Background: an optimization exercise with open tools, aiming at small area, a short achievable clock period and few clock cycles. Do not read the settings as production practice. Only simulation tests tie the RTL to the original design; equivalence was not proved. No activity file was given, so power comes from the tool's default toggle rates.

[config.mk]
export PLATFORM = sky130hd
export DESIGN_NAME = pscb_encoder
export DESIGN_NICKNAME = pscb_encoder
export VERILOG_FILES = /design/flow/design.v
export SDC_FILE = /design/flow/constraint.sdc
export NUM_CORES = 4
export LEC_CHECK = 0
export CAP_MARGIN = 20
export CORE_MARGIN = 2
export CORE_UTILIZATION = 40
export PLACE_DENSITY = 0.6
export SLEW_MARGIN = 20
[constraint.sdc]
create_clock -name core_clock -period 12.0 [get_ports {clk}]
set_input_delay 2.4000 -clock core_clock [delete_from_list [all_inputs] [get_ports {clk}]]
set_output_delay 2.4000 -clock core_clock [all_outputs]
set_load 0.01 [all_outputs]
[design.v]
module pscb_encoder (
    input  wire        clk,
    input  wire        rst,
    input  wire        in_valid,
    output wire        in_ready,
    input  wire [15:0] in_data,
    input  wire        in_last,
    output wire        out_valid,
    input  wire        out_ready,
    output wire [7:0]  out_data,
    output wire        out_last
);
    localparam NMAX      = 64;
    localparam MAX_FLOOR = 64;
    localparam WINDOW    = 3;
    localparam DOM_PCT   = 10;
    localparam ST_IN    = 3'd0;
    localparam ST_SCAN  = 3'd1;
    localparam ST_FLOOR = 3'd2;
    localparam ST_P2    = 3'd3;
    localparam ST_WID   = 3'd4;
    localparam ST_EMIT  = 3'd5;
    localparam ST_LEN   = 3'd6;
    localparam PH_TAG  = 5'd0;
    localparam PH_RAW  = 5'd1;
    localparam PH_A    = 5'd2;
    localparam PH_W    = 5'd3;
    localparam PH_SB   = 5'd4;
    localparam PH_SIG  = 5'd5;
    localparam PH_PAD1 = 5'd6;
    localparam PH_O    = 5'd7;
    localparam PH_OW   = 5'd8;
    localparam PH_OB   = 5'd9;
    localparam PH_OUTL = 5'd10;
    localparam PH_PAD2 = 5'd11;
    localparam PH_N    = 5'd12;
    localparam PH_FL   = 5'd13;
    localparam PH_S    = 5'd14;
    localparam PH_SEGS = 5'd15;
    localparam PH_SEGL = 5'd16;
    localparam PH_DONE = 5'd17;
    reg [2:0]  st;
    reg [15:0] mem  [0:NMAX-1];
    reg [6:0]  hist [0:MAX_FLOOR-1];
    reg [6:0]  cnt;           
    reg [6:0]  n;             
    reg [5:0]  scan_v;
    reg [5:0]  best;
    reg [6:0]  bestc;
    reg        fnone;         
    reg [5:0]  fval;          
    reg [6:0]  idx;
    reg [15:0] prev;
    reg        open;
    reg [6:0]  act_cnt;       
    reg [5:0]  seg_cnt;       
    reg [6:0]  wh [1:17];     
    reg [4:0]  wi;
    reg [6:0]  cum;
    reg [4:0]  w;
    reg [10:0] best_cost;
    reg [6:0]  w_cum;         
    reg [4:0]  ph;
    reg [6:0]  eidx;
    reg [15:0] eprev;
    reg        eopen;
    reg [6:0]  run;
    reg [39:0] acc;
    reg [5:0]  acc_n;
    reg [9:0]  bcnt;
    integer k;
    function is_active;
        input [15:0] x;
        input        none;
        input [5:0]  fl;
        begin
            if (none)
                is_active = 1'b1;
            else
                is_active = ({1'b0, x} + WINDOW < {11'd0, fl}) ||
                            ({1'b0, x} > {11'd0, fl} + WINDOW);
        end
    endfunction
    function [16:0] zigzag;
        input [15:0] x;
        input [15:0] p;
        reg   [16:0] d;
        begin
            d = {1'b0, x} - {1'b0, p};
            if (d[16])
                zigzag = ~{d[15:0], 1'b0};      
            else
                zigzag = {d[15:0], 1'b0};       
        end
    endfunction
    function [4:0] bits_needed;
        input [15:0] x;
        input [15:0] p;
        reg   [16:0] d;
        reg   [15:0] mag;
        integer      b;
        begin
            d = {1'b0, x} - {1'b0, p};
            mag = d[16] ? (~d[15:0] + 16'd1) : d[15:0];
            bits_needed = 5'd1;
            for (b = 0; b < 16; b = b + 1)
                if (mag[b]) bits_needed = b[4:0] + 5'd2;
        end
    endfunction
    wire [10:0] sig_bits = act_cnt * w;
    wire [7:0]  sb       = (sig_bits + 11'd7) >> 3;
    wire [6:0]  out_cnt  = act_cnt - w_cum;
    wire [10:0] out_bits = out_cnt * 5'd17;
    wire [7:0]  ob       = (out_bits + 11'd7) >> 3;
    wire [9:0]  frame_len = 10'd28 + sb + ob + {seg_cnt, 3'b000};
    reg         raw;          
    reg  [9:0]  last_idx;     
    reg  [7:0]  sb_r;
    reg  [7:0]  ob_r;
    wire [15:0] marker = (16'd1 << w) - 16'd1;
    wire [15:0] bound  = marker - 16'd1;
    wire [15:0] ex     = (eidx < n) ? mem[eidx[5:0]] : 16'd0;
    wire        eact   = (eidx < n) && is_active(ex, fnone, fval);
    wire [16:0] ez     = zigzag(ex, eprev);
    wire        eout   = ez > {1'b0, bound};
    reg  [31:0] item_val;
    reg  [5:0]  item_bits;
    always @(*) begin
        item_val  = 32'd0;
        item_bits = 6'd0;
        case (ph)
            PH_TAG:  begin item_val = raw ? 32'd0 : 32'hFFFFFFFF; item_bits = 6'd32; end
            PH_RAW:  begin item_val = {16'd0, ex}; item_bits = 6'd16; end
            PH_A:    begin item_val = {25'd0, act_cnt}; item_bits = 6'd32; end
            PH_W:    begin item_val = {27'd0, w}; item_bits = 6'd8; end
            PH_SB:   begin item_val = {24'd0, sb_r}; item_bits = 6'd32; end
            PH_SIG:  if (eact) begin
                         item_val  = eout ? {16'd0, marker} : {15'd0, ez};
                         item_bits = {1'b0, w};
                     end
            PH_O:    begin item_val = {25'd0, out_cnt}; item_bits = 6'd32; end
            PH_OW:   begin item_val = 32'd17; item_bits = 6'd8; end
            PH_OB:   begin item_val = {24'd0, ob_r}; item_bits = 6'd32; end
            PH_OUTL: if (eact && eout) begin
                         item_val  = {15'd0, ez};
                         item_bits = 6'd17;
                     end
            PH_N:    begin item_val = {25'd0, n}; item_bits = 6'd32; end
            PH_FL:   begin item_val = fnone ? 32'h0000FFFF : {26'd0, fval}; item_bits = 6'd16; end
            PH_S:    begin item_val = {26'd0, seg_cnt}; item_bits = 6'd32; end
            PH_SEGS: if (eact && !eopen) begin
                         item_val  = {25'd0, eidx};
                         item_bits = 6'd32;
                     end
            PH_SEGL: if (!eact && run != 7'd0) begin
                         item_val  = {25'd0, run};
                         item_bits = 6'd32;
                     end
            default: ;
        endcase
    end
    assign in_ready  = (st == ST_IN);
    assign out_valid = (st == ST_EMIT) && (acc_n >= 6'd8);
    assign out_data  = acc[7:0];
    assign out_last  = (bcnt == last_idx);
    wire [15:0] px   = mem[idx[5:0]];
    wire        pact = is_active(px, fnone, fval);
    wire [4:0]  pbn  = bits_needed(px, prev);
    wire [6:0]  cum_n  = cum + wh[wi];
    wire [10:0] cost_n = wi * cum_n + 5'd17 * (act_cnt - cum_n);
    always @(posedge clk) begin
        if (rst || (st == ST_EMIT && out_valid && out_ready && out_last)) begin
            st        <= ST_IN;
            cnt       <= 7'd0;
            n         <= 7'd0;
            scan_v    <= 6'd0;
            best      <= 6'd0;
            bestc     <= 7'd0;
            fnone     <= 1'b1;
            fval      <= 6'd0;
            idx       <= 7'd0;
            prev      <= 16'd0;
            open      <= 1'b0;
            act_cnt   <= 7'd0;
            seg_cnt   <= 6'd0;
            wi        <= 5'd1;
            cum       <= 7'd0;
            w         <= 5'd1;
            best_cost <= 11'd0;
            w_cum     <= 7'd0;
            ph        <= PH_TAG;
            eidx      <= 7'd0;
            eprev     <= 16'd0;
            eopen     <= 1'b0;
            run       <= 7'd0;
            acc       <= 40'd0;
            acc_n     <= 6'd0;
            bcnt      <= 10'd0;
            raw       <= 1'b0;
            last_idx  <= 10'd0;
            sb_r      <= 8'd0;
            ob_r      <= 8'd0;
            for (k = 0; k < MAX_FLOOR; k = k + 1) hist[k] <= 7'd0;
            for (k = 1; k <= 17; k = k + 1) wh[k] <= 7'd0;
        end else begin
            case (st)
                ST_IN: if (in_valid) begin
                    mem[cnt[5:0]] <= in_data;
                    if (in_data < MAX_FLOOR)
                        hist[in_data[5:0]] <= hist[in_data[5:0]] + 7'd1;
                    if (in_last || cnt == NMAX - 1) begin
                        n  <= cnt + 7'd1;
                        st <= ST_SCAN;
                    end else begin
                        cnt <= cnt + 7'd1;
                    end
                end
                ST_SCAN: begin
                    if (hist[scan_v] > bestc) begin
                        best  <= scan_v;
                        bestc <= hist[scan_v];
                    end
                    scan_v <= scan_v + 6'd1;
                    if (scan_v == MAX_FLOOR - 1)
                        st <= ST_FLOOR;
                end
                ST_FLOOR: begin
                    if (bestc * 7'd100 > DOM_PCT * n) begin
                        fnone <= 1'b0;
                        fval  <= best;
                    end else begin
                        fnone <= 1'b1;
                        fval  <= 6'd0;
                    end
                    st <= ST_P2;
                end
                ST_P2: begin
                    if (pact) begin
                        wh[pbn] <= wh[pbn] + 7'd1;
                        act_cnt <= act_cnt + 7'd1;
                        prev    <= px;
                        if (!open) seg_cnt <= seg_cnt + 6'd1;
                    end
                    open <= pact;
                    idx  <= idx + 7'd1;
                    if (idx == n - 7'd1)
                        st <= ST_WID;
                end
                ST_WID: begin
                    cum <= cum_n;
                    if (wi == 5'd1 || cost_n < best_cost) begin
                        w         <= wi;
                        best_cost <= cost_n;
                        w_cum     <= cum_n;
                    end
                    wi <= wi + 5'd1;
                    if (wi == 5'd16)
                        st <= ST_LEN;
                end
                ST_LEN: begin
                    sb_r <= sb;
                    ob_r <= ob;
                    if (frame_len > {2'b00, n, 1'b0}) begin
                        raw      <= 1'b1;
                        last_idx <= 10'd3 + {2'b00, n, 1'b0};
                    end else begin
                        raw      <= 1'b0;
                        last_idx <= 10'd3 + frame_len;
                    end
                    st <= ST_EMIT;
                end
                ST_EMIT: begin
                    if (acc_n >= 6'd8) begin
                        if (out_ready) begin
                            acc   <= acc >> 8;
                            acc_n <= acc_n - 6'd8;
                            bcnt  <= bcnt + 10'd1;
                        end
                    end else begin
                        acc   <= acc | ({8'd0, item_val} << acc_n);
                        acc_n <= acc_n + item_bits;
                        case (ph)
                            PH_TAG:  ph <= raw ? PH_RAW : PH_A;
                            PH_RAW:  begin
                                eidx <= eidx + 7'd1;
                                if (eidx == n - 7'd1) ph <= PH_DONE;
                            end
                            PH_A:    ph <= PH_W;
                            PH_W:    ph <= PH_SB;
                            PH_SB:   ph <= PH_SIG;
                            PH_SIG:  begin
                                if (eact) eprev <= ex;
                                eidx <= eidx + 7'd1;
                                if (eidx == n - 7'd1) begin
                                    ph    <= PH_PAD1;
                                    eidx  <= 7'd0;
                                    eprev <= 16'd0;
                                end
                            end
                            PH_PAD1: begin
                                if (acc_n != 6'd0) acc_n <= 6'd8;
                                ph <= PH_O;
                            end
                            PH_O:    ph <= PH_OW;
                            PH_OW:   ph <= PH_OB;
                            PH_OB:   ph <= PH_OUTL;
                            PH_OUTL: begin
                                if (eact) eprev <= ex;
                                eidx <= eidx + 7'd1;
                                if (eidx == n - 7'd1) begin
                                    ph   <= PH_PAD2;
                                    eidx <= 7'd0;
                                end
                            end
                            PH_PAD2: begin
                                if (acc_n != 6'd0) acc_n <= 6'd8;
                                ph <= PH_N;
                            end
                            PH_N:    ph <= PH_FL;
                            PH_FL:   ph <= PH_S;
                            PH_S:    ph <= PH_SEGS;
                            PH_SEGS: begin
                                eopen <= eact;
                                eidx  <= eidx + 7'd1;
                                if (eidx == n - 7'd1) begin
                                    ph   <= PH_SEGL;
                                    eidx <= 7'd0;
                                end
                            end
                            PH_SEGL: begin
                                run  <= eact ? run + 7'd1 : 7'd0;
                                eidx <= eidx + 7'd1;
                                if (eidx == n) ph <= PH_DONE;
                            end
                            default: ;
                        endcase
                    end
                end
                default: st <= ST_IN;
            endcase
        end
    end
endmodule
[run.sh]
#!/bin/bash
# synth_recipe.tcl (not shown) runs the flow's synth.tcl, then flattens the netlist and writes it again
# the make line also repeats each setting of config.mk as NAME=value (left out here)
make -C /OpenROAD-flow-scripts/flow DESIGN_CONFIG=/design/flow/config.mk WORK_HOME=/design/flow/orfs CLKGATE_MAP_FILE= SYNTH_SCRIPT=/design/flow/synth_recipe.tcl finish
==> impl_metrics.json <==
{
  "end_kind": "flop",
  "cts_buffers": 205,
  "vias_per_cell": 6.30,
  "power_leakage_nw": 38.5,
  "layout_commonest_cell": "edfxtp_1",
  "io_pins": 32,
  "tritoncts": "done",
  "yosys_warnings": 1,
  "async_reset_ff_share_pct": 0,
  "power_mw": 16.1,
  "syn_area_per_cell_um2": 13.5,
  "grt_pass1_vias": 70600,
  "tns_ns": 0,
  "slew_headroom_pct": 18.8,
  "clock_latency_ns": 0.88,
  "drive_above_1_share_pct": 19.5,
  "crit_type": "flop to flop",
  "synthSimpleGateAreaFrac_pct": 9.61,
  "hpwl_um": 220000,
  "grt_start_max_net_pins": 76,
  "crit_arrival_ns": 10.88,
  "synth_xor_area_share_pct": 2.07,
  "synth_top_family_by_area": "multiplexers",
  "final_hold_viol_count": 0,
  "irDropWorstVdd_v": 0.000154,
  "drtIter0Drc": 9139,
  "root_buffer": "clkbuf_16",
  "yosysSeqAreaShare_pct": 53.7,
  "hold_path.class": "flop to flop",
  "grt_use_total_pct": 25.0,
  "cts_num_sinks": 1953,
  "core_um2": 260000,
  "synth_fa_ha_area_share_pct": 4.55,
  "muxShareOfSynthArea_pct": 18.9,
  "antenna_found_initial": 19,
  "grt_remaining_overflow": 0,
  "post_drt_wl_per_cell_um": 29.5,
  "drc_errors": 0,
  "start_util_pct": 40.2,
  "synthFlopType": "edfxtp_1",
  "synth-seq-cells": 1953,
  "maxCapViolCount": 0,
  "synth_compound_area_share_pct": 7.81,
  "worstPathRequired_ns": 12.56,
  "synth_edf_count": 1696,
  "setup_violations": 0,
  "syn_area_um2": 104000,
  "mostFrequentLayoutCells": "edfxtp_1, nor2_1, mux4_2",
  "clock_skew_ns": 0.0335,
  "slew_violations": 0,
  "multi_input_area_um2": 45700,
  "grt_pass1_wl_um": 490000,
  "gp_congestion": 0.967,
  "syn_inst": 7725,
  "worst_r2r_path_depth": 23,
  "rows": 187,
  "area_growth_pct": 10.9,
  "ant_nets": 0,
  "status": "timing/DRC/antenna clean",
  "wl_um": 335000,
  "clock.fmax_mhz": 96.8,
  "rsz0062_at_grt": "false",
  "fp.dieW_um": 515,
  "min_period_over_period_pct": 86.1,
  "p_per_area_nw_per_um2": 139,
  "worstMarginPinSlew_ns": 1.21,
  "fillers": 23000,
  "cts.htree.levels": 4,
  "layout.nets": 8144,
  "fin_crit_ns": 10.33,
  "start_kind": "flop",
  "cts_setup_buffers": 0,
  "vias": 71600,
  "die_h_um": 515,
  "ctsHoldBuffers": 0,
  "clock_path_buffers": 3,
  "drt-pass1-iter-count": 6,
  "clkSlewWorstSetupHoldPaths_ns": 0.06,
  "regArea_um2": 56100,
  "synth.distinct_cells": 117,
  "ctsResizeCount": 0,
  "port_buffers": 31,
  "die_area_um2": 265000,
  "whs_path_depth": 2,
  "cp_max_fo": 38
}
## registers in the layout, summed over array words and instances (netlist names), 11 cells and up, named ones only
name / flops
prev: 16
eprev: 16
hist: 448
acc: 40
wh: 224
mem: 1024
best_cost: 11
## critical path, cell delays in order (launching register included)
cell	delay, ns
dfxtp_4	0.85
buf_4	0.72
mux4_2	0.59
mux4_2	0.56
mux4_2	0.59
fa_1	0.54
a211oi_2	0.33
o21bai_1	0.12
a21oi_1	0.31
xor2_1	0.70
nand4_2	0.35
o31ai_1	0.32
xor2_1	0.26
o21ba_2	0.22
a21o_1	0.28
nand2_2	0.59
a221oi_1	0.23
a2111oi_0	0.41
and3_1	0.49
ha_1	0.29
and4_1	0.25
nand4_2	0.18
xnor2_4	0.53
inv_2	0.23
## Yosys cell counts (26+ instances only)
| master | n | area share (%) |
|---|---|---|
| buf_6 | 27 | 0.29 |
| buf_2 | 69 | 0.33 |
| mux2i_1 | 206 | 2.0 |
| nor3_1 | 93 | 0.45 |
| nand2b_1 | 44 | 0.26 |
| nand4_1 | 115 | 0.69 |
| mux2_2 | 36 | 0.39 |
| a31oi_1 | 29 | 0.17 |
| xor2_1 | 80 | 0.67 |
| a211oi_1 | 42 | 0.30 |
| or3_1 | 29 | 0.17 |
| clkbuf_1 | 333 | 1.2 |
| nor4_1 | 26 | 0.16 |
| mux4_2 | 769 | 17 |
| nand2_1 | 530 | 1.9 |
| buf_4 | 42 | 0.30 |
| o211ai_1 | 27 | 0.19 |
| inv_1 | 271 | 0.97 |
| nor2_1 | 915 | 3.3 |
| edfxtp_1 | 1696 | 49 |
| ha_1 | 286 | 3.4 |
| a22oi_1 | 362 | 2.6 |
| buf_1 | 62 | 0.22 |
| nor2b_1 | 50 | 0.30 |
| and3_1 | 99 | 0.59 |
| dfxtp_1 | 257 | 4.9 |
| o22ai_1 | 32 | 0.19 |
| a21o_1 | 49 | 0.35 |
| a21oi_1 | 283 | 1.4 |
| o21ai_0 | 121 | 0.58 |
| fa_1 | 59 | 1.1 |
| nand3_1 | 102 | 0.49 |
| and2_1 | 49 | 0.29 |
| xnor2_1 | 154 | 1.3 |
## power by group
group | switching, mW | total, mW | internal, mW
clock network | 2.75 | 6.37 | 3.61
logic | 1.31 | 2.04 | 0.729
registers | 0.107 | 7.72 | 7.62
## per-layer routing
| metal | wire, um | up-vias | part of all wire (%) | track usage (%) |
|---|---|---|---|---|
| met5 | 94 | - | 0.028 | 0 |
| met4 | 15100 | 14 | 4.5 | 9.94 |
| met3 | 35500 | 788 | 11 | 5.16 |
| met2 | 154000 | 4230 | 46 | 39.4 |
| met1 | 131000 | 36500 | 39 | 33.8 |
| li1 | - | 30000 | - | - |
## path summary, 6_finish.rpt
path | startpoint | slack [ns] | end
setup / recovery | flop | 1.67 | wh[26][6]
hold / removal | prev[10] | 0.45 | prev[10]
setup reg to reg | flop | 1.67 | wh[26][6]
hold reg to reg | prev[10] | 0.45 | prev[10]
## area by class of cell
cell class	count	share of cell area [%]
clock inverters	110	0.895
clock buffers	265	4.83
inverters	277	0.897
well taps	3402	3.67
flip-flops and latches	1953	48.4
diodes	5	0.0108
multi-input cells	5064	39.4
repair buffers	277	1.90
## logic make-up (layout without fill, tap and decap cells)
| family | Yosys count | after routing |
|---|---|---|
| compound gates | 1191 | 1191 |
| xor+xnor | 240 | 240 |
| fa+ha+maj | 345 | 345 |
| buf+inv | 812 | 929 |
| flops | 1953 | 1953 |
| mux | 1011 | 1011 |
| other cells | 1 | 110 |
| simple gates | 2172 | 2172 |
## per-stage QoR
stage,utilization (%),hold slack [ns],instances,worst slack [ns],area [um^2]
2_1_floorplan,-,0.432,7829,2.08,105000
6_report,44.6,0.453,11400,1.67,116000
3_3_place_gp,42.1,0.439,11000,1.69,109000
5_1_grt,44.6,0.478,11400,0.833,116000
4_1_cts,44.6,0.455,11300,1.54,116000
3_5_place_dp,42.1,0.446,11000,1.57,109000
Testbench counts, summed over its fixed seeds: cycles 71,333.

[static timing again, ports no longer ideal]
In the flow no input, the clock included, has a driving cell. The finished layout below was timed again as built, in two steps.
Step 1, drivers: a clkbuf_16 drives clk and a buf_2 each remaining input, both assumed.
Step 2 times the ports against the registers' clock, not the clock port: input delays grow and output delays shrink by t, the midpoint of the rising clock arrivals with the driver on.
Three values: ideal ports, drivers, drivers and shift; two values: the first two.
shift t [ns]: 0.957
setup slack, ns: 1.673 / 1.673 / 1.673
worst hold slack (ns): 0.453 / 0.453 / 0.453
After both steps this run still meets setup and hold. For this run, drivers alone change the setup slack by 0.000 ns; drivers and shift together by 0.000 ns.
